Background: an optimization exercise with open tools, aiming at small area, a short achievable clock period and few clock cycles per item. Do not read the settings as production practice. Only simulation tests tie the RTL to the original design; equivalence was not proved. Power is estimated from default activity; no workload was simulated.

--- run.sh ---
#!/bin/bash
# synth_recipe.tcl (not shown) runs the flow's synth.tcl, then flattens the netlist and writes it again
# the make line also repeats each setting of config.mk as NAME=value (left out here)
make -C /OpenROAD-flow-scripts/flow DESIGN_CONFIG=/design/flow/config.mk WORK_HOME=/design/flow/orfs CLKGATE_MAP_FILE= SYNTH_SCRIPT=/design/flow/synth_recipe.tcl finish
--- config.mk ---
export PLATFORM = sky130hd
export DESIGN_NAME = tremcore
export DESIGN_NICKNAME = tremcore
export VERILOG_FILES = /design/flow/design.v
export SDC_FILE = /design/flow/constraint.sdc
export NUM_CORES = 4
export LEC_CHECK = 0
export CAP_MARGIN = 20
export CORE_MARGIN = 2
export CORE_UTILIZATION = 40
export PLACE_DENSITY = 0.6
export SLEW_MARGIN = 20
export SYNTH_MEMORY_MAX_BITS = 16384
--- constraint.sdc ---
create_clock -name core_clock -period 45.0 [get_ports {clk}]
set_input_delay 9.0000 -clock core_clock [delete_from_list [all_inputs] [get_ports {clk}]]
set_output_delay 9.0000 -clock core_clock [all_outputs]
set_load 0.01 [all_outputs]
--- design.v ---
module tremcore (
  input             clk,
  input             rst,         
  input             cmd_valid,
  input      [31:0] cmd_data,
  output            cmd_ready,
  output            out_valid,
  input             out_ready,
  output     [31:0] out_data,
  output     [31:0] status,
  output            idle
);
  localparam [31:0] C_ZERO   = 32'h00000000;
  localparam [31:0] C_ONE    = 32'h3F800000;
  localparam [31:0] C_MONE   = 32'hBF800000;
  localparam [31:0] C_HALF   = 32'h3F000000;
  localparam [31:0] C_SMOOTH = 32'h3DCCCCCD;
  localparam [31:0] FREQ_MIN = 32'h34000000;
  localparam [1:0] UNBUILT = 2'd0, INACTIVE = 2'd1, ACTIVE = 2'd2;
  localparam [3:0] OP_CONSTRUCT = 4'h1, OP_ACTIVATE = 4'h2, OP_BEGIN = 4'h3,
                   OP_SAMPLE = 4'h4, OP_BLOCK = 4'h5, OP_DEACTIVATE = 4'h6,
                   OP_DESTROY = 4'h7;
  localparam [4:0] S_IDLE = 5'd0,  S_W1 = 5'd1,   S_W2 = 5'd2,   S_W3 = 5'd3,
                   S_EXEC = 5'd4,  S_DISCARD = 5'd5,
                   S_BU0 = 5'd6,   S_BU1 = 5'd7,  S_BU2 = 5'd8,  S_BU3 = 5'd9,
                   S_BU4 = 5'd10,  S_BU5 = 5'd11, S_BU6 = 5'd12, S_DIV = 5'd13,
                   S_DIVW = 5'd14, S_XIN = 5'd15,
                   S_SS0 = 5'd16,  S_SS1 = 5'd17, S_SS2 = 5'd18, S_SS3 = 5'd19,
                   S_SS4 = 5'd20,  S_SS5 = 5'd21, S_OUT = 5'd22;
  reg  [4:0]  state;
  reg  [1:0]  life;
  reg         mode_sel;
  reg         cfg_err, seq_err, ill_cmd;
  reg  [3:0]  op;
  reg  [23:0] nfield;
  reg  [31:0] w1, w2, w3;
  reg  [23:0] remaining;
  reg  [31:0] srate;
  reg  [3:0]  tlog;           
  reg  [31:0] phase, pinc, gcur, gtgt, fact, ftgt;
  reg  [31:0] xin;            
  reg  [31:0] wv;             
  reg  [31:0] ra, rb, rt;     
  reg  [31:0] yout;
  wire [3:0]  h_op  = cmd_data[31:28];
  wire [3:0]  h_rsv = cmd_data[27:24];
  wire [23:0] h_n   = cmd_data[23:0];
  wire        h_ill = (h_op == 4'h0) || (h_op >= 4'h8) || (h_rsv != 4'h0) ||
                      ((h_op != OP_CONSTRUCT) && (h_op != OP_BLOCK) && (h_n != 24'd0));
  wire [31:0] mode_w  = (op == OP_BLOCK) ? w3 : w2;
  wire        m_nan   = (mode_w[30:23] == 8'hFF) && (mode_w[22:0] != 0);
  wire        m_sel   = m_nan ? 1'b1 :
                        mode_w[31] ? 1'b0 :
                        (mode_w[30:0] < C_HALF[30:0]) ? 1'b0 : 1'b1;
  wire        g_nan   = (w1[30:23] == 8'hFF) && (w1[22:0] != 0);
  wire [31:0] g_clamp = w1[31] ? C_ZERO :
                        (w1[30:0] > C_ONE[30:0]) ? C_ONE : w1;
  wire        f_fin   = (w2[30:23] != 8'hFF);
  wire        f_low   = w2[31] || (w2[30:0] < FREQ_MIN[30:0]);
  wire [31:0] f_san   = f_low ? FREQ_MIN : w2;
  wire [7:0]  ph_e    = phase[30:23];
  wire [8:0]  ph_ek   = {1'b0, ph_e} + {5'd0, tlog};
  wire [23:0] ph_m    = {ph_e != 8'd0, phase[22:0]};
  wire [23:0] ph_int  = ph_m >> (9'd150 - ph_ek);
  wire [7:0]  idx     = (ph_ek < 9'd127) ? 8'd0 : ph_int[7:0];
  wire [7:0]  rom_adr = idx << (4'd8 - tlog);
  wire [31:0] sine_w;
  tc_sine_rom u_rom (.a(rom_adr), .y(sine_w));
  wire        sine_pos = ~sine_w[31] && (sine_w[30:0] != 31'd0);
  wire [31:0] square_w = sine_pos ? C_ONE : C_MONE;
  reg  [31:0] add_a, add_b, mul_a, mul_b;
  wire [31:0] add_y, mul_y;
  tc_fadd u_add (.a(add_a), .b(add_b), .y(add_y));
  tc_fmul u_mul (.a(mul_a), .b(mul_b), .y(mul_y));
  always @* begin
    add_a = phase;
    add_b = pinc;
    mul_a = C_HALF;
    mul_b = rt;
    case (state)
      S_BU1: begin add_a = gtgt; add_b = {~gcur[31], gcur[30:0]}; end
      S_BU2: begin mul_a = C_SMOOTH; mul_b = rt; end
      S_BU3: begin add_a = gcur; add_b = rt; end
      S_BU4: begin add_a = ftgt; add_b = {~fact[31], fact[30:0]}; end
      S_BU5: begin mul_a = C_SMOOTH; mul_b = rt; end
      S_BU6: begin add_a = fact; add_b = rt; end
      S_SS0: begin add_a = C_ONE; add_b = gcur; end
      S_SS1: begin add_a = C_ONE; add_b = {~gcur[31], gcur[30:0]};
                   mul_a = C_HALF; mul_b = rt; end
      S_SS2: begin mul_a = C_HALF; mul_b = rt; end
      S_SS3: begin mul_a = rb; mul_b = wv; end
      S_SS4: begin add_a = ra; add_b = rt; end
      S_SS5: begin add_a = phase; add_b = pinc;
                   mul_a = xin; mul_b = rt; end
      default: ;
    endcase
  end
  wire [7:0]  s_e  = add_y[30:23];
  wire [23:0] s_m  = {s_e != 8'd0, add_y[22:0]};
  reg  [23:0] fr;
  reg  [23:0] frs;
  reg  [4:0]  fr_lz;
  reg         fr_found;
  reg  [31:0] frac_y;
  integer     k;
  always @* begin
    fr = 24'd0;
    frs = 24'd0;
    fr_lz = 5'd0;
    fr_found = 1'b0;
    frac_y = add_y;
    if (s_e < 8'd127) begin
      frac_y = add_y;                        
    end else if (s_e >= 8'd150) begin
      frac_y = C_ZERO;                       
    end else begin
      fr = s_m & ((24'd1 << (8'd150 - s_e)) - 24'd1);
      for (k = 23; k >= 0; k = k - 1)
        if (!fr_found) begin
          if (fr[k]) fr_found = 1'b1;
          else       fr_lz = fr_lz + 5'd1;
        end
      frs = fr << fr_lz;
      if (fr == 24'd0) frac_y = C_ZERO;
      else             frac_y = {1'b0, s_e - {3'd0, fr_lz}, frs[22:0]};
    end
  end
  reg         div_start;
  wire        div_busy, div_done;
  wire [31:0] div_q;
  tc_fdiv u_div (.clk(clk), .rst(rst), .start(div_start), .a(fact), .b(srate),
                 .busy(div_busy), .done(div_done), .q(div_q));
  assign cmd_ready = ((state == S_IDLE) && !ill_cmd) ||
                     (state == S_W1) || (state == S_W2) || (state == S_W3) ||
                     ((state == S_DISCARD) && (remaining != 24'd0)) ||
                     ((state == S_XIN) && (remaining != 24'd0));
  wire take = cmd_valid && cmd_ready;
  assign out_valid = (state == S_OUT);
  assign out_data  = yout;
  assign idle      = (state == S_IDLE);
  assign status    = {25'd0, ill_cmd, seq_err, cfg_err, 1'b0, mode_sel, life};
  wire        n_pow2 = (nfield != 24'd0) && ((nfield & (nfield - 24'd1)) == 24'd0) &&
                       (nfield <= 24'd256);
  reg  [3:0]  n_log;
  always @* begin
    case (nfield[8:0])
      9'h001:  n_log = 4'd0;
      9'h002:  n_log = 4'd1;
      9'h004:  n_log = 4'd2;
      9'h008:  n_log = 4'd3;
      9'h010:  n_log = 4'd4;
      9'h020:  n_log = 4'd5;
      9'h040:  n_log = 4'd6;
      9'h080:  n_log = 4'd7;
      default: n_log = 4'd8;
    endcase
  end
  wire        sr_ok = ~w1[31] && (w1[30:23] != 8'hFF) && (w1[30:0] != 31'd0);
  always @(posedge clk) begin
    div_start <= 1'b0;
    if (rst) begin
      state    <= S_IDLE;
      life     <= UNBUILT;
      mode_sel <= 1'b0;
      cfg_err  <= 1'b0;
      seq_err  <= 1'b0;
      ill_cmd  <= 1'b0;
    end else begin
      case (state)
        S_IDLE: if (take) begin
          op     <= h_op;
          nfield <= h_n;
          if (h_ill) begin
            ill_cmd <= 1'b1;
          end else if (h_op == OP_DEACTIVATE) begin
            if (life == ACTIVE) life <= INACTIVE;
            else                seq_err <= 1'b1;
          end else if (h_op == OP_DESTROY) begin
            if (life != UNBUILT) life <= UNBUILT;
            else                 seq_err <= 1'b1;
          end else begin
            state <= S_W1;
          end
        end
        S_W1: if (take) begin
          w1 <= cmd_data;
          state <= (op == OP_CONSTRUCT) ? S_EXEC : S_W2;
        end
        S_W2: if (take) begin
          w2 <= cmd_data;
          state <= (op == OP_BLOCK) ? S_W3 : S_EXEC;
        end
        S_W3: if (take) begin
          w3 <= cmd_data;
          state <= S_EXEC;
        end
        S_EXEC: begin
          state <= S_IDLE;
          case (op)
            OP_CONSTRUCT:
              if (life != UNBUILT) seq_err <= 1'b1;
              else if (!n_pow2 || !sr_ok) cfg_err <= 1'b1;
              else begin
                tlog  <= n_log;
                srate <= w1;
                life  <= INACTIVE;
              end
            OP_ACTIVATE:
              if (life == UNBUILT) seq_err <= 1'b1;
              else begin
                phase    <= C_ZERO;
                pinc     <= C_ZERO;
                gcur     <= g_nan ? C_ONE : g_clamp;
                gtgt     <= g_nan ? C_ONE : g_clamp;
                fact     <= f_fin ? f_san : FREQ_MIN;
                ftgt     <= f_fin ? f_san : FREQ_MIN;
                mode_sel <= 1'b0;
                life     <= ACTIVE;
              end
            OP_BEGIN:
              if (life != ACTIVE) seq_err <= 1'b1;
              else state <= S_BU0;
            OP_SAMPLE:
              if (life != ACTIVE) seq_err <= 1'b1;
              else begin
                xin   <= w1;
                state <= S_SS0;
              end
            OP_BLOCK: begin
              remaining <= nfield;
              if (life != ACTIVE) begin
                seq_err <= 1'b1;
                state   <= S_DISCARD;
              end else begin
                state   <= S_BU0;
              end
            end
            default: ;
          endcase
        end
        S_DISCARD: begin
          if (remaining == 24'd0) state <= S_IDLE;
          else if (take) remaining <= remaining - 24'd1;
        end
        S_BU0: begin
          if (!g_nan) gtgt <= g_clamp;
          if (f_fin)  ftgt <= f_san;
          state <= S_BU1;
        end
        S_BU1: begin rt <= add_y; state <= S_BU2; end         
        S_BU2: begin rt <= mul_y; state <= S_BU3; end         
        S_BU3: begin gcur <= add_y; state <= S_BU4; end       
        S_BU4: begin rt <= add_y; state <= S_BU5; end         
        S_BU5: begin rt <= mul_y; state <= S_BU6; end         
        S_BU6: begin fact <= add_y; state <= S_DIV; end       
        S_DIV: begin
          div_start <= 1'b1;
          state <= S_DIVW;
        end
        S_DIVW: if (div_done) begin
          if (div_q[30:23] != 8'hFF) pinc <= div_q;
          state <= (op == OP_BLOCK) ? S_XIN : S_IDLE;
        end
        S_XIN: begin
          if (remaining == 24'd0) state <= S_IDLE;
          else if (take) begin
            xin <= cmd_data;
            remaining <= remaining - 24'd1;
            state <= S_SS0;
          end
        end
        S_SS0: begin
          mode_sel <= m_sel;
          wv       <= m_sel ? square_w : sine_w;
          rt       <= add_y;                                  
          state    <= S_SS1;
        end
        S_SS1: begin ra <= mul_y; rt <= add_y; state <= S_SS2; end   
        S_SS2: begin rb <= mul_y; state <= S_SS3; end                
        S_SS3: begin rt <= mul_y; state <= S_SS4; end                
        S_SS4: begin rt <= add_y; state <= S_SS5; end                
        S_SS5: begin
          yout  <= mul_y;                                            
          phase <= frac_y;                                           
          state <= S_OUT;
        end
        S_OUT: if (out_ready) begin
          state <= (op == OP_BLOCK) ? S_XIN : S_IDLE;
        end
        default: state <= S_IDLE;
      endcase
    end
  end
endmodule
module tc_sine_rom (
  input      [7:0]  a,
  output reg [31:0] y
);
  always @* begin
    case (a)
      8'd0: y = 32'h00000000;
      8'd1: y = 32'h3cc90ab0;
      8'd2: y = 32'h3d48fb30;
      8'd3: y = 32'h3d96a905;
      8'd4: y = 32'h3dc8bd36;
      8'd5: y = 32'h3dfab273;
      8'd6: y = 32'h3e164083;
      8'd7: y = 32'h3e2f10a2;
      8'd8: y = 32'h3e47c5c2;
      8'd9: y = 32'h3e605c13;
      8'd10: y = 32'h3e78cfcc;
      8'd11: y = 32'h3e888e93;
      8'd12: y = 32'h3e94a031;
      8'd13: y = 32'h3ea09ae5;
      8'd14: y = 32'h3eac7cd4;
      8'd15: y = 32'h3eb8442a;
      8'd16: y = 32'h3ec3ef15;
      8'd17: y = 32'h3ecf7bca;
      8'd18: y = 32'h3edae880;
      8'd19: y = 32'h3ee63375;
      8'd20: y = 32'h3ef15aea;
      8'd21: y = 32'h3efc5d27;
      8'd22: y = 32'h3f039c3d;
      8'd23: y = 32'h3f08f59b;
      8'd24: y = 32'h3f0e39da;
      8'd25: y = 32'h3f13682a;
      8'd26: y = 32'h3f187fc0;
      8'd27: y = 32'h3f1d7fd1;
      8'd28: y = 32'h3f226799;
      8'd29: y = 32'h3f273656;
      8'd30: y = 32'h3f2beb4a;
      8'd31: y = 32'h3f3085bb;
      8'd32: y = 32'h3f3504f3;
      8'd33: y = 32'h3f396842;
      8'd34: y = 32'h3f3daef9;
      8'd35: y = 32'h3f41d870;
      8'd36: y = 32'h3f45e403;
      8'd37: y = 32'h3f49d112;
      8'd38: y = 32'h3f4d9f02;
      8'd39: y = 32'h3f514d3d;
      8'd40: y = 32'h3f54db31;
      8'd41: y = 32'h3f584853;
      8'd42: y = 32'h3f5b941a;
      8'd43: y = 32'h3f5ebe05;
      8'd44: y = 32'h3f61c598;
      8'd45: y = 32'h3f64aa59;
      8'd46: y = 32'h3f676bd8;
      8'd47: y = 32'h3f6a09a7;
      8'd48: y = 32'h3f6c835e;
      8'd49: y = 32'h3f6ed89e;
      8'd50: y = 32'h3f710908;
      8'd51: y = 32'h3f731447;
      8'd52: y = 32'h3f74fa0b;
      8'd53: y = 32'h3f76ba07;
      8'd54: y = 32'h3f7853f8;
      8'd55: y = 32'h3f79c79d;
      8'd56: y = 32'h3f7b14be;
      8'd57: y = 32'h3f7c3b28;
      8'd58: y = 32'h3f7d3aac;
      8'd59: y = 32'h3f7e1324;
      8'd60: y = 32'h3f7ec46d;
      8'd61: y = 32'h3f7f4e6d;
      8'd62: y = 32'h3f7fb10f;
      8'd63: y = 32'h3f7fec43;
      8'd64: y = 32'h3f800000;
      8'd65: y = 32'h3f7fec43;
      8'd66: y = 32'h3f7fb10f;
      8'd67: y = 32'h3f7f4e6d;
      8'd68: y = 32'h3f7ec46d;
      8'd69: y = 32'h3f7e1324;
      8'd70: y = 32'h3f7d3aac;
      8'd71: y = 32'h3f7c3b28;
      8'd72: y = 32'h3f7b14be;
      8'd73: y = 32'h3f79c79d;
      8'd74: y = 32'h3f7853f8;
      8'd75: y = 32'h3f76ba07;
      8'd76: y = 32'h3f74fa0b;
      8'd77: y = 32'h3f731447;
      8'd78: y = 32'h3f710908;
      8'd79: y = 32'h3f6ed89e;
      8'd80: y = 32'h3f6c835e;
      8'd81: y = 32'h3f6a09a7;
      8'd82: y = 32'h3f676bd8;
      8'd83: y = 32'h3f64aa59;
      8'd84: y = 32'h3f61c598;
      8'd85: y = 32'h3f5ebe05;
      8'd86: y = 32'h3f5b941a;
      8'd87: y = 32'h3f584853;
      8'd88: y = 32'h3f54db31;
      8'd89: y = 32'h3f514d3d;
      8'd90: y = 32'h3f4d9f02;
      8'd91: y = 32'h3f49d112;
      8'd92: y = 32'h3f45e403;
      8'd93: y = 32'h3f41d870;
      8'd94: y = 32'h3f3daef9;
      8'd95: y = 32'h3f396842;
      8'd96: y = 32'h3f3504f3;
      8'd97: y = 32'h3f3085bb;
      8'd98: y = 32'h3f2beb4a;
      8'd99: y = 32'h3f273656;
      8'd100: y = 32'h3f226799;
      8'd101: y = 32'h3f1d7fd1;
      8'd102: y = 32'h3f187fc0;
      8'd103: y = 32'h3f13682a;
      8'd104: y = 32'h3f0e39da;
      8'd105: y = 32'h3f08f59b;
      8'd106: y = 32'h3f039c3d;
      8'd107: y = 32'h3efc5d27;
      8'd108: y = 32'h3ef15aea;
      8'd109: y = 32'h3ee63375;
      8'd110: y = 32'h3edae880;
      8'd111: y = 32'h3ecf7bca;
      8'd112: y = 32'h3ec3ef15;
      8'd113: y = 32'h3eb8442a;
      8'd114: y = 32'h3eac7cd4;
      8'd115: y = 32'h3ea09ae5;
      8'd116: y = 32'h3e94a031;
      8'd117: y = 32'h3e888e93;
      8'd118: y = 32'h3e78cfcc;
      8'd119: y = 32'h3e605c13;
      8'd120: y = 32'h3e47c5c2;
      8'd121: y = 32'h3e2f10a2;
      8'd122: y = 32'h3e164083;
      8'd123: y = 32'h3dfab273;
      8'd124: y = 32'h3dc8bd36;
      8'd125: y = 32'h3d96a905;
      8'd126: y = 32'h3d48fb30;
      8'd127: y = 32'h3cc90ab0;
      8'd128: y = 32'h00000000;
      8'd129: y = 32'hbcc90ab0;
      8'd130: y = 32'hbd48fb30;
      8'd131: y = 32'hbd96a905;
      8'd132: y = 32'hbdc8bd36;
      8'd133: y = 32'hbdfab273;
      8'd134: y = 32'hbe164083;
      8'd135: y = 32'hbe2f10a2;
      8'd136: y = 32'hbe47c5c2;
      8'd137: y = 32'hbe605c13;
      8'd138: y = 32'hbe78cfcc;
      8'd139: y = 32'hbe888e93;
      8'd140: y = 32'hbe94a031;
      8'd141: y = 32'hbea09ae5;
      8'd142: y = 32'hbeac7cd4;
      8'd143: y = 32'hbeb8442a;
      8'd144: y = 32'hbec3ef15;
      8'd145: y = 32'hbecf7bca;
      8'd146: y = 32'hbedae880;
      8'd147: y = 32'hbee63375;
      8'd148: y = 32'hbef15aea;
      8'd149: y = 32'hbefc5d27;
      8'd150: y = 32'hbf039c3d;
      8'd151: y = 32'hbf08f59b;
      8'd152: y = 32'hbf0e39da;
      8'd153: y = 32'hbf13682a;
      8'd154: y = 32'hbf187fc0;
      8'd155: y = 32'hbf1d7fd1;
      8'd156: y = 32'hbf226799;
      8'd157: y = 32'hbf273656;
      8'd158: y = 32'hbf2beb4a;
      8'd159: y = 32'hbf3085bb;
      8'd160: y = 32'hbf3504f3;
      8'd161: y = 32'hbf396842;
      8'd162: y = 32'hbf3daef9;
      8'd163: y = 32'hbf41d870;
      8'd164: y = 32'hbf45e403;
      8'd165: y = 32'hbf49d112;
      8'd166: y = 32'hbf4d9f02;
      8'd167: y = 32'hbf514d3d;
      8'd168: y = 32'hbf54db31;
      8'd169: y = 32'hbf584853;
      8'd170: y = 32'hbf5b941a;
      8'd171: y = 32'hbf5ebe05;
      8'd172: y = 32'hbf61c598;
      8'd173: y = 32'hbf64aa59;
      8'd174: y = 32'hbf676bd8;
      8'd175: y = 32'hbf6a09a7;
      8'd176: y = 32'hbf6c835e;
      8'd177: y = 32'hbf6ed89e;
      8'd178: y = 32'hbf710908;
      8'd179: y = 32'hbf731447;
      8'd180: y = 32'hbf74fa0b;
      8'd181: y = 32'hbf76ba07;
      8'd182: y = 32'hbf7853f8;
      8'd183: y = 32'hbf79c79d;
      8'd184: y = 32'hbf7b14be;
      8'd185: y = 32'hbf7c3b28;
      8'd186: y = 32'hbf7d3aac;
      8'd187: y = 32'hbf7e1324;
      8'd188: y = 32'hbf7ec46d;
      8'd189: y = 32'hbf7f4e6d;
      8'd190: y = 32'hbf7fb10f;
      8'd191: y = 32'hbf7fec43;
      8'd192: y = 32'hbf800000;
      8'd193: y = 32'hbf7fec43;
      8'd194: y = 32'hbf7fb10f;
      8'd195: y = 32'hbf7f4e6d;
      8'd196: y = 32'hbf7ec46d;
      8'd197: y = 32'hbf7e1324;
      8'd198: y = 32'hbf7d3aac;
      8'd199: y = 32'hbf7c3b28;
      8'd200: y = 32'hbf7b14be;
      8'd201: y = 32'hbf79c79d;
      8'd202: y = 32'hbf7853f8;
      8'd203: y = 32'hbf76ba07;
      8'd204: y = 32'hbf74fa0b;
      8'd205: y = 32'hbf731447;
      8'd206: y = 32'hbf710908;
      8'd207: y = 32'hbf6ed89e;
      8'd208: y = 32'hbf6c835e;
      8'd209: y = 32'hbf6a09a7;
      8'd210: y = 32'hbf676bd8;
      8'd211: y = 32'hbf64aa59;
      8'd212: y = 32'hbf61c598;
      8'd213: y = 32'hbf5ebe05;
      8'd214: y = 32'hbf5b941a;
      8'd215: y = 32'hbf584853;
      8'd216: y = 32'hbf54db31;
      8'd217: y = 32'hbf514d3d;
      8'd218: y = 32'hbf4d9f02;
      8'd219: y = 32'hbf49d112;
      8'd220: y = 32'hbf45e403;
      8'd221: y = 32'hbf41d870;
      8'd222: y = 32'hbf3daef9;
      8'd223: y = 32'hbf396842;
      8'd224: y = 32'hbf3504f3;
      8'd225: y = 32'hbf3085bb;
      8'd226: y = 32'hbf2beb4a;
      8'd227: y = 32'hbf273656;
      8'd228: y = 32'hbf226799;
      8'd229: y = 32'hbf1d7fd1;
      8'd230: y = 32'hbf187fc0;
      8'd231: y = 32'hbf13682a;
      8'd232: y = 32'hbf0e39da;
      8'd233: y = 32'hbf08f59b;
      8'd234: y = 32'hbf039c3d;
      8'd235: y = 32'hbefc5d27;
      8'd236: y = 32'hbef15aea;
      8'd237: y = 32'hbee63375;
      8'd238: y = 32'hbedae880;
      8'd239: y = 32'hbecf7bca;
      8'd240: y = 32'hbec3ef15;
      8'd241: y = 32'hbeb8442a;
      8'd242: y = 32'hbeac7cd4;
      8'd243: y = 32'hbea09ae5;
      8'd244: y = 32'hbe94a031;
      8'd245: y = 32'hbe888e93;
      8'd246: y = 32'hbe78cfcc;
      8'd247: y = 32'hbe605c13;
      8'd248: y = 32'hbe47c5c2;
      8'd249: y = 32'hbe2f10a2;
      8'd250: y = 32'hbe164083;
      8'd251: y = 32'hbdfab273;
      8'd252: y = 32'hbdc8bd36;
      8'd253: y = 32'hbd96a905;
      8'd254: y = 32'hbd48fb30;
      8'd255: y = 32'hbcc90ab0;
      default: y = 32'h00000000;
    endcase
  end
endmodule
module tc_round_pack (
  input             s,
  input  signed [11:0] e,
  input      [26:0] m,
  output reg [31:0] y
);
  reg  [26:0] ms;        
  reg  [11:0] sh;
  reg  [26:0] lost;
  reg         inc;
  reg  [24:0] mr;
  reg  signed [11:0] ef;
  integer k;
  always @* begin
    sh = 12'd0;
    lost = 27'd0;
    if (e >= 12'sd1) begin
      ms = m;
      ef = e;
    end else begin
      sh = 12'd1 - e;
      if (sh >= 12'd27) begin
        ms = {26'd0, |m};
      end else begin
        ms = m >> sh;
        lost = 27'd0;
        for (k = 0; k < 27; k = k + 1)
          if (k < sh) lost[k] = m[k];
        ms[0] = ms[0] | (|lost);
      end
      ef = 12'sd0;
    end
    inc = ms[2] & (ms[1] | ms[0] | ms[3]);
    mr  = {1'b0, ms[26:3]} + {24'd0, inc};
    if (ef == 12'sd0) begin
      y = {s, 7'd0, mr[23], mr[22:0]};
    end else if (mr[24]) begin
      if (ef + 12'sd1 >= 12'sd255) y = {s, 8'hFF, 23'd0};
      else                        y = {s, ef[7:0] + 8'd1, 23'd0};
    end else begin
      if (ef >= 12'sd255) y = {s, 8'hFF, 23'd0};
      else                y = {s, ef[7:0], mr[22:0]};
    end
  end
endmodule
module tc_fadd (
  input  [31:0] a,
  input  [31:0] b,
  output reg [31:0] y
);
  wire        a_nan = (a[30:23] == 8'hFF) && (a[22:0] != 0);
  wire        b_nan = (b[30:23] == 8'hFF) && (b[22:0] != 0);
  wire        a_inf = (a[30:23] == 8'hFF) && (a[22:0] == 0);
  wire        b_inf = (b[30:23] == 8'hFF) && (b[22:0] == 0);
  wire        swap  = (b[30:0] > a[30:0]);
  wire [31:0] x     = swap ? b : a;    
  wire [31:0] z     = swap ? a : b;
  wire [7:0]  ex = (x[30:23] == 8'd0) ? 8'd1 : x[30:23];
  wire [7:0]  ez = (z[30:23] == 8'd0) ? 8'd1 : z[30:23];
  wire [23:0] mx = {x[30:23] != 8'd0, x[22:0]};
  wire [23:0] mz = {z[30:23] != 8'd0, z[22:0]};
  wire [7:0]  d  = ex - ez;
  reg  [26:0] zal;
  reg  [26:0] lost;
  reg  [27:0] sum;
  reg  [26:0] mn;
  reg  [4:0]  lz;
  reg  signed [11:0] en;
  reg         found;
  integer     k;
  wire [31:0] rp;
  tc_round_pack u_rp (.s(x[31]), .e(en), .m(mn), .y(rp));
  always @* begin
    lost = 27'd0;
    lz = 5'd0;
    found = 1'b0;
    if (d >= 8'd27) begin
      zal = {26'd0, |mz};
    end else begin
      zal = {mz, 3'b000} >> d;
      lost = 27'd0;
      for (k = 0; k < 27; k = k + 1)
        if (k < d) lost[k] = (k < 3) ? 1'b0 : mz[k - 3];
      zal[0] = zal[0] | (|lost);
    end
    if (x[31] == z[31]) sum = {1'b0, mx, 3'b000} + {1'b0, zal};
    else                sum = {1'b0, mx, 3'b000} - {1'b0, zal};
    if (sum[27]) begin
      mn = {sum[27:2], sum[1] | sum[0]};
      en = $signed({4'd0, ex}) + 12'sd1;
    end else begin
      lz = 5'd0;
      found = 1'b0;
      for (k = 26; k >= 0; k = k - 1)
        if (!found) begin
          if (sum[k]) found = 1'b1;
          else        lz = lz + 5'd1;
        end
      mn = sum[26:0] << lz;
      en = $signed({4'd0, ex}) - $signed({7'd0, lz});
    end
    if (a_nan || b_nan || (a_inf && b_inf && (a[31] != b[31])))
      y = 32'h7FC00000;
    else if (a_inf)
      y = a;
    else if (b_inf)
      y = b;
    else if (sum == 28'd0)
      y = {a[31] & b[31], 31'd0};    
    else
      y = rp;
  end
endmodule
module tc_fmul (
  input  [31:0] a,
  input  [31:0] b,
  output reg [31:0] y
);
  wire        s     = a[31] ^ b[31];
  wire        a_nan = (a[30:23] == 8'hFF) && (a[22:0] != 0);
  wire        b_nan = (b[30:23] == 8'hFF) && (b[22:0] != 0);
  wire        a_inf = (a[30:23] == 8'hFF) && (a[22:0] == 0);
  wire        b_inf = (b[30:23] == 8'hFF) && (b[22:0] == 0);
  wire        a_zero = (a[30:0] == 0);
  wire        b_zero = (b[30:0] == 0);
  wire [7:0]  ea = (a[30:23] == 8'd0) ? 8'd1 : a[30:23];
  wire [7:0]  eb = (b[30:23] == 8'd0) ? 8'd1 : b[30:23];
  wire [23:0] ma = {a[30:23] != 8'd0, a[22:0]};
  wire [23:0] mb = {b[30:23] != 8'd0, b[22:0]};
  wire [47:0] p  = ma * mb;
  reg  [5:0]  lz;
  reg         found;
  reg  [47:0] pn;
  reg  [26:0] mn;
  reg  signed [11:0] en;
  integer     k;
  wire [31:0] rp;
  tc_round_pack u_rp (.s(s), .e(en), .m(mn), .y(rp));
  always @* begin
    lz = 6'd0;
    found = 1'b0;
    for (k = 47; k >= 0; k = k - 1)
      if (!found) begin
        if (p[k]) found = 1'b1;
        else      lz = lz + 6'd1;
      end
    pn = p << lz;
    mn = {pn[47:22], |pn[21:0]};
    en = $signed({4'd0, ea}) + $signed({4'd0, eb}) - 12'sd126 - $signed({6'd0, lz});
    if (a_nan || b_nan || (a_inf && b_zero) || (b_inf && a_zero))
      y = 32'h7FC00000;
    else if (a_inf || b_inf)
      y = {s, 8'hFF, 23'd0};
    else if (a_zero || b_zero)
      y = {s, 31'd0};
    else
      y = rp;
  end
endmodule
module tc_fdiv (
  input             clk,
  input             rst,
  input             start,
  input      [31:0] a,
  input      [31:0] b,
  output reg        busy,
  output reg        done,
  output     [31:0] q
);
  reg  [24:0] rem;
  reg  [23:0] div;
  reg  [27:0] quo;
  reg  [4:0]  cnt;
  reg  signed [11:0] eq;
  reg         zero;
  reg  [4:0]  lza, lzb;
  reg         fa, fb;
  reg  [23:0] ma, mb;
  integer     k;
  always @* begin
    ma = {a[30:23] != 8'd0, a[22:0]};
    mb = {b[30:23] != 8'd0, b[22:0]};
    lza = 5'd0; fa = 1'b0;
    lzb = 5'd0; fb = 1'b0;
    for (k = 23; k >= 0; k = k - 1) begin
      if (!fa) begin
        if (ma[k]) fa = 1'b1;
        else       lza = lza + 5'd1;
      end
      if (!fb) begin
        if (mb[k]) fb = 1'b1;
        else       lzb = lzb + 5'd1;
      end
    end
  end
  wire [7:0] ea = (a[30:23] == 8'd0) ? 8'd1 : a[30:23];
  wire [7:0] eb = (b[30:23] == 8'd0) ? 8'd1 : b[30:23];
  wire [24:0] diff = rem - {1'b0, div};
  wire        ge   = ~diff[24];
  always @(posedge clk) begin
    if (rst) begin
      busy <= 1'b0;
      done <= 1'b0;
    end else begin
      done <= 1'b0;
      if (!busy) begin
        if (start) begin
          rem  <= {1'b0, ma << lza};
          div  <= mb << lzb;
          quo  <= 28'd0;
          cnt  <= 5'd27;
          eq   <= $signed({4'd0, ea}) - $signed({7'd0, lza})
                - $signed({4'd0, eb}) + $signed({7'd0, lzb}) + 12'sd127;
          zero <= (a[30:0] == 31'd0);
          busy <= 1'b1;
        end
      end else begin
        quo <= {quo[26:0], ge};
        rem <= ge ? {diff[23:0], 1'b0} : {rem[23:0], 1'b0};
        if (cnt == 5'd0) begin
          busy <= 1'b0;
          done <= 1'b1;
        end else begin
          cnt <= cnt - 5'd1;
        end
      end
    end
  end
  wire        sticky = (rem != 25'd0);
  wire [26:0] mn = quo[27] ? {quo[27:2], quo[1] | quo[0] | sticky}
                           : {quo[26:1], quo[0] | sticky};
  wire signed [11:0] en = quo[27] ? eq : eq - 12'sd1;
  wire [31:0] rp;
  tc_round_pack u_rp (.s(1'b0), .e(en), .m(mn), .y(rp));
  assign q = zero ? 32'd0 : rp;
endmodule
==> summary.md <==
| Metric | Value |
|---|---|
| Clock Sinks | 670 |
| CTS buffer count | 69 |
| Global-route wire length before repair | 632000 µm |
| Period utilization | 95.3% |
| Top_reg_cell synth | edfxtp_1 |
| Dpl ws | -0.00243 ns |
| IO Pins | 103 |
| Crit path max fanout | 15 |
| Initial core utilization | 40.3% |
| Drt wl/cell | 26.6 µm |
| Largest net degree at the start of global routing | 84 |
| Vias in the first global route | 93600 |
| Pleak | 0.0454 µW |
| Total routed wirelength | 434000 µm |
| Worst Max-Slew Pin Slew | 1.29 ns |
| Sw Ratio | 50.4% |
| Fmax | 23.3 MHz |
| Die W | 504 µm |
| Fin. Hold Viols | 0 |
| Rel. slew slack | 12.8% |
| DR pass1 iterations | 10 |
| R2R cell count | 216 |
| Final setup margin | 2.10 ns |
| Sequential Power Share | 20.0% |
| PortBufs | 76 |
| CTS Hold Buffers Added | 0 |
| Number of cell rows | 183 |
| Max_cap viols | 0 |
| NumNets Final | 14000 |
| Syn avg cell area | 7.82 µm² |
| Clock latency on the worst-skew pair | 0.70 ns |
| DRC | 0 |
| Final setup violation count | 0 |
| Worst setup EP type | register |
| NetSw | 1870 µW |
| Post-route ant nets | 0 |
| P per Cell Area | 33.1 mW/mm² |
| H-tree Lvls | 3 |
| GP Congestion | 1.05 |
| Unique masters post-synth | 142 |
| Area leader, netlist | edfxtp_1 |
| Mapped Area | 0.100 mm² |
| Arrival @ worst endpoint | 43.31 ns |
| Initial drt markers | 14400 |
| Compound-cell area share of the yosys netlist | 21.2% |
| Cell count after synthesis | 12800 |
| Reg-to-reg slack, setup | 2.10 ns |
| Crit Reg-Reg Startpoint | state[0] |
| CTS root buffer | clkbuf_16 |
| Fin crit period | 42.90 ns |
| Via count | 103000 |
| Crit Path Class | register to register |
| Global route total overflow | 0 |
| Main combinational cell family by area after synthesis | simple AND/OR/NAND/NOR gates |
| Area delta synth->final | 12.0% |
| Clock power frac | 16.9% |
| Fin cells | 16300 |
| Post-synth ARST share | 0% |
| DR vias/cell | 6.28 |
| CTS tree | done |
| Die Span Y | 504 µm |
| Area share of the largest cell type after synthesis | 19.7% |
| Most common cell after layout, fill and taps aside | nand2_1 |
| Number of synthesized flops with an enable pin | 656 |
| Antenna violations before repair | 22 |
| Syn. warnings | 6 |
| Int Pwr | 1840 µW |
| Core ar. | 0.249 mm² |
| Worst Setup EP | rt[17] |
| Status | no timing/DRC/antenna violations |
| Detailed Place HPWL | 341000 µm |
| Start point of the critical path | state[0] |
| Min-Delay Path Class | register to register |
| Worst setup SP type | register |
| Post-Synth Adder-Cell Area | 16.6% |
| Slew Limit Fails | 0 |
| Final Skew | 0.0634 ns |
| Total GRT Usage | 32.5% |
| Crit path top cell by count | ha_1 |
| Post-synthesis simple-gate area fraction | 23.1% |
| Sequential area share after synthesis | 20.0% |
| Slowest cell on crit path | o311ai_0 |
| Reg-to-reg critical path endpoint | rt[17] |
| Most frequent cells in the layout | nand2_1 (1730), nor2_1 (1319), inv_1 (871), a21oi_1 (802), o21ai_0 (701) |
| Maximum VDD drop | 30.0 µV |
| Required time worst endpoint | 45.41 ns |
| Layout cell share with drive strength beyond 1 | 11.7% |
| Die area | 0.254 mm² |
| Clock Tree Buf Depth | 3 |
| Placed cell count | 16100 |
| Synth top area cells | edfxtp_1 (20%), fa_1 (9.9%), nand2_1 (6.6%) |
| Clock-pin slew on the worst setup and hold paths | 0.07 ns |
| Yosys reg bits | 670 |
| Mux contribution to synthesized area | 6.72% |
| Layout fillers | 25300 |
| Worst stage delay on the critical path | 0.93 ns |
| XOR/XNOR Fraction of Synth Area | 6.01% |
| Gate power share | 63.1% |
## worst max-delay path: cells and delay by family, from the launching register on
family,cells,cell delay (ns)
AND/OR/NAND/NOR,57,7.76
multiplexers,13,2.93
flip-flops,1,0.39
adder cells (fa/ha/maj),54,16.84
AO/OA/AOI/OAI,72,12.23
buffers and inverters,16,1.56
XOR/XNOR,4,0.82
## power by group through the flow
stage	logic, µW	registers [µW]	clock network, µW
after floorplan	1330	737	0
after global placement	2200	751	0
after detailed placement	2180	751	0
after CTS	2190	738	630
after global routing	2470	741	653
final	2340	741	627
## registers in the layout, indices dropped and copies added, names as in the netlist, 25 cells and up
| signal | cells |
|---|---|
| fact | 32 |
| ftgt | 32 |
| gcur | 32 |
| gtgt | 31 |
| phase | 32 |
| pinc | 31 |
| ra | 32 |
| rb | 32 |
| rt | 32 |
| srate | 31 |
| u_div.quo | 28 |
| u_div.rem | 25 |
| w1 | 32 |
| w2 | 32 |
| w3 | 32 |
| wv | 28 |
| xin | 32 |
| yout | 32 |
## area by class of cell
class                      count  area [µm²]  area share [%]
antenna                        9        22.5          0.0201
tap                         3330        4170            3.72
timing repair buffer         808        6550            5.84
sequential                   670       20000            17.8
inverter                     891        3350            2.98
multi-input combinational  10500       75600            67.4
clock inverter                50         699           0.624
clock buffer                  76        1750            1.56
## cells by family (layout without fill, tap and decap cells)
| family | count (synthesis) | after routing |
|---|---|---|
| adders and majority gates | 1035 | 1035 |
| AOI/OAI and AO/OA | 3232 | 3232 |
| xor gates and xnor gates | 622 | 622 |
| and+or+nand+nor | 4969 | 4973 |
| DFF | 670 | 670 |
| other | 1 | 37 |
| buffers and inverters | 1656 | 1825 |
| muxes | 623 | 623 |
## synth_stat cells (all sizes together), types with 31 or more instances
| master | n |
|---|---|
| a311oi | 36 |
| nor2b | 116 |
| or2 | 78 |
| o21bai | 45 |
| nor3b | 48 |
| o2111ai | 40 |
| o211ai | 129 |
| mux2 | 176 |
| nand4 | 115 |
| or3 | 108 |
| a21o | 137 |
| o21a | 63 |
| xor2 | 209 |
| o21ai | 771 |
| a22oi | 106 |
| mux2i | 427 |
| nor3 | 301 |
| a221oi | 51 |
| a21boi | 43 |
| or4 | 38 |
| o22ai | 84 |
| a31oi | 142 |
| o31ai | 61 |
| edfxtp | 656 |
| fa | 494 |
| clkbuf | 615 |
| a2111oi | 35 |
| nand2b | 126 |
| a221o | 31 |
| buf | 150 |
| a211oi | 129 |
| nand3 | 301 |
| a222oi | 57 |
| nand2 | 1752 |
| nor2 | 1367 |
| o221ai | 51 |
| ha | 515 |
| nor4 | 172 |
| inv | 885 |
| and2 | 216 |
| o32ai | 32 |
| xnor2 | 380 |
| and3 | 115 |
| a22o | 55 |
| a21oi | 841 |
## metrics by stage
| step | hold slack (ns) | total power [µW] | TNS [ns] | cell area [µm²] | utilization (%) |
|---|---|---|---|---|---|
| after CTS | 0.514 | 3560 | 0 | 110000 | 44.3 |
| after floorplan | 0.438 | 2070 | 0 | 100000 | - |
| final | 0.509 | 3710 | 0 | 112000 | 45.1 |
| after global routing | 0.517 | 3870 | -32.12 | 112000 | 45.1 |
| after global placement | 0.489 | 2950 | 0 | 108000 | 43.3 |
| after detailed placement | 0.507 | 2930 | -0.00243 | 108000 | 43.3 |
## routing by layer
layer / global-route usage, % / up-vias / share of wire, %
li1: - / 46200 / -
met2: 47.2 / 6174 / 41
met1: 46.2 / 49200 / 42
met4: 14.3 / 12 / 5.6
met3: 6.82 / 1053 / 11
met5: 0 / - / 0.021
## how the worst min path moves through the flow
stage | startpoint | endpoint | slack [ns] | depth (start not counted)
after detailed placement | u_div.cnt[4] | u_div.done | 0.51 | 1
after global placement | u_div.cnt[4] | u_div.done | 0.49 | 1
after floorplan | cfg_err | cfg_err | 0.44 | 2
after CTS | u_div.cnt[4] | u_div.done | 0.51 | 1
final | u_div.cnt[4] | u_div.done | 0.51 | 1
after global routing | u_div.cnt[4] | u_div.done | 0.52 | 1
## timing repair
item | in CTS | in global routing
gates resized for setup | 2 | 328
pin swaps | 1 | 127
buffers inserted | 2 | 54
setup endpoints to repair | 82 | 154
gates cloned | 0 | 9
Testbench counts, summed over its fixed seeds: cycles 27,760, items 2,905.

separate check: timing with driven ports:
In the flow no input, the clock included, has a driving cell. The finished layout below was timed again as built, in two steps.
Step 1 (the two cells are an assumption about what drives the block):
set clk [get_ports {clk}]
set_driving_cell -lib_cell sky130_fd_sc_hd__clkbuf_16 $clk
set_driving_cell -lib_cell sky130_fd_sc_hd__buf_2 [delete_from_list [all_inputs] $clk]
Step 2 adds t to the input delays and takes it off the output delays; t is the mean of the earliest and latest rising clock arrival at the registers after step 1. Input paths then give back, and output paths get back, about the clock's delay inside the block.
Slacks: no drivers / after step 1 / after step 2; pairs: no drivers / after step 1.
shift t [ns]: 0.756
setup slack, ns: 2.099 / 2.099 / 2.099
worst hold slack (ns): 0.509 / 0.509 / 0.509
worst setup path after step 2: register to register
worst data-port slew with drivers (ns): 0.06
After both steps this run still meets setup and hold. For this run, drivers alone change the setup slack by 0.000 ns; drivers and shift together by 0.000 ns.
